From an optimization exercise on the open Yosys and OpenROAD flow, aimed at a short achievable clock period and few clock cycles; shortcuts taken in it are not production practice. Only simulation tests tie the RTL to the original design; equivalence was not proved. Power is estimated from default activity; no workload was simulated.

Setup of run 1:
==> flow/design.v (excerpt) <==
module t1_block_enc (
    input  wire       clk,
    input  wire       rst,           
    input  wire       wr_en,
    input  wire [2:0] wr_x,
    input  wire [2:0] wr_y,
    input  wire [9:0] wr_mag,
    input  wire       wr_sign,       
    input  wire       start,
    input  wire [3:0] cfg_w,         
    input  wire [3:0] cfg_h,         
    input  wire [1:0] cfg_orient,    
    output wire       busy,
    output reg  [3:0] nbp,           
    output wire       out_valid,
    input  wire       out_ready,
    output wire [4:0] out_ctx,       
    output wire       out_bit,
    output wire       out_end        
);
Size: roughly 8100 cells after synthesis, ~45 I/O pins, about 84000 µm² of cells after synthesis.
export LEC_CHECK = 0
export CAP_MARGIN = 60
export CORE_MARGIN = 2
export CORE_UTILIZATION = 30
export PLACE_DENSITY = 0.45
export SLEW_MARGIN = 60
create_clock -name core_clock -period 12.0 [get_ports {clk}]
standard.sh (not shown) runs the stock make flow with config.mk's settings and CLKGATE_MAP_FILE= SYNTH_SCRIPT=/design/flow/synth_recipe.tcl, a recipe that flattens the netlist after the stock synthesis.
==> flow/flow/run.sh <==
#!/bin/bash
set -euo pipefail
WORK=$(cd "$(dirname "$0")/.." && pwd)
cd "$WORK"
export SETUP_SLACK_MARGIN=${FLOW_SETUP_MARGIN:-8.5}
bash standard.sh synth > synth.log 2>&1
bash standard.sh > layout.log 2>&1
Testbench counts of run 1, summed over its fixed seeds: cycles 126,888.
## Diff of input files: run 2 against run 1
--- a/flow/design.v
+++ b/flow/design.v
@@ -44,23 +44,27 @@
     reg        ostr;          
     reg        land;          
     reg [7:0]  colm, rowm;    
     reg        tall;          
     reg [7:0]  mv_rot;
     reg        mv_pend, mv_str;
     reg [1:0]  orient;
     assign busy = busy_q;
     reg  [9:0]  mor;          
+    reg  [9:0]  mall;         
     reg  [9:0]  tor;          
     reg  [9:0]  top;          
     reg  [3:0]  nbp_calc;
     reg  [63:0] topbits, nextbits;
     always @(*) begin
+        mall = 10'd0;
+        for (i = 0; i < 64; i = i + 1)
+            mall = mall | mag[i];
         mor = 10'd0;
         for (i = 0; i < 8; i = i + 1)
             for (j = 0; j < 8; j = j + 1)
                 if (rowm[i] && colm[j])
                     mor = mor | mag[i * 8 + j];
         tor = mor_q | (mor_q >> 1);
         tor = tor | (tor >> 2);
         tor = tor | (tor >> 4);
         tor = tor | (tor >> 8);
@@ -376,19 +380,21 @@
             rp      <= 1;
             qt      <= {QD{1'b0}};
             o_valid <= 1'b0;
             o_last  <= 1'b0;
             k_valid <= 1'b0;
         end else begin
             if (idle && start) begin
                 busy_q <= 1'b1;
                 idle   <= 1'b0;
-                prep   <= 1'b1;
+                prep   <= !(cfg_w == 4'd8 && cfg_h == 4'd8 && !wr_en);
+                prep2  <= cfg_w == 4'd8 && cfg_h == 4'd8 && !wr_en;
+                mor_q  <= mall;
                 orient <= cfg_orient;
                 tall   <= (cfg_h > 4'd4);
                 for (i = 0; i < 8; i = i + 1) begin
                     colm[i] <= (i < cfg_w);
                     rowm[i] <= (i < cfg_h);
                 end
             end
             if (prep) begin
                 prep  <= 1'b0;
==> run notes <==
According to the power report, total power for run 2 is lower than for run 1.
Run 1 has higher worst clock skew than run 2.
Run 2: met2 usage higher than run 1
Of run 1 and run 2, the run reporting the lower met3 track utilization from global routing was run 1.
On starting density of the core, run 1 and run 2 are basically level.
Max net load switching power across run 1 and run 2: run 1
Changes observed in run 2 relative to run 1: die extent in y went up by about 0.37%, share of the synthesized area in compound gates (AO/OA/AOI/OAI) went down by 0.51 points, total global routing track utilization went up by 4.7 points.
Worst setup path startpoint: nbp[1] -> run 1, o_ctx[3] -> run 2
Run 2 vs run 1 — number of clock buffers in the layout dropped 11.
Relative to run 1, area growth from synthesis to final layout has decreased by 1.0 points in run 2.
Against run 1, worst-case headroom to the max-slew limit in run 2 came out better.
| number of well taps | run 2 vs run 1 | ≈ equal |
On number of buffers created by CTS, run 1 and run 2 are basically level.
Testbench counts of run 2, summed over its fixed seeds: cycles 126,623.

-- separate check: timing with driven ports --
How much do the figures lean on ideal ports? The routed layouts below were timed once more, with nothing changed but the port constraints.
Step 1 assumes that a clkbuf_16 drives the clock port and a buf_2 every other input.
Step 2, shift: input delay + t, output delay - t, t = (earliest + latest rising clock arrival at the registers) / 2. This alone moves slack from input paths to output paths.
a / b / c = ideal / step 1 / step 2; a / b = the first two.
run	t (ns)	setup slack, ns	latest minus earliest clock arrival (ns)	worst slew at a driven data input, ns	cell pins on the clock port's net
run 1	0.979	8.109 / 8.020 / 7.579	0.103 / 0.102	0.07	1
run 2	0.982	8.057 / 7.962 / 7.542	0.112 / 0.112	0.09	1
After both steps setup and hold are still met in every run listed. For run 1, which loses most, drivers alone change the setup slack by -0.089 ns; drivers and shift together by -0.530 ns.
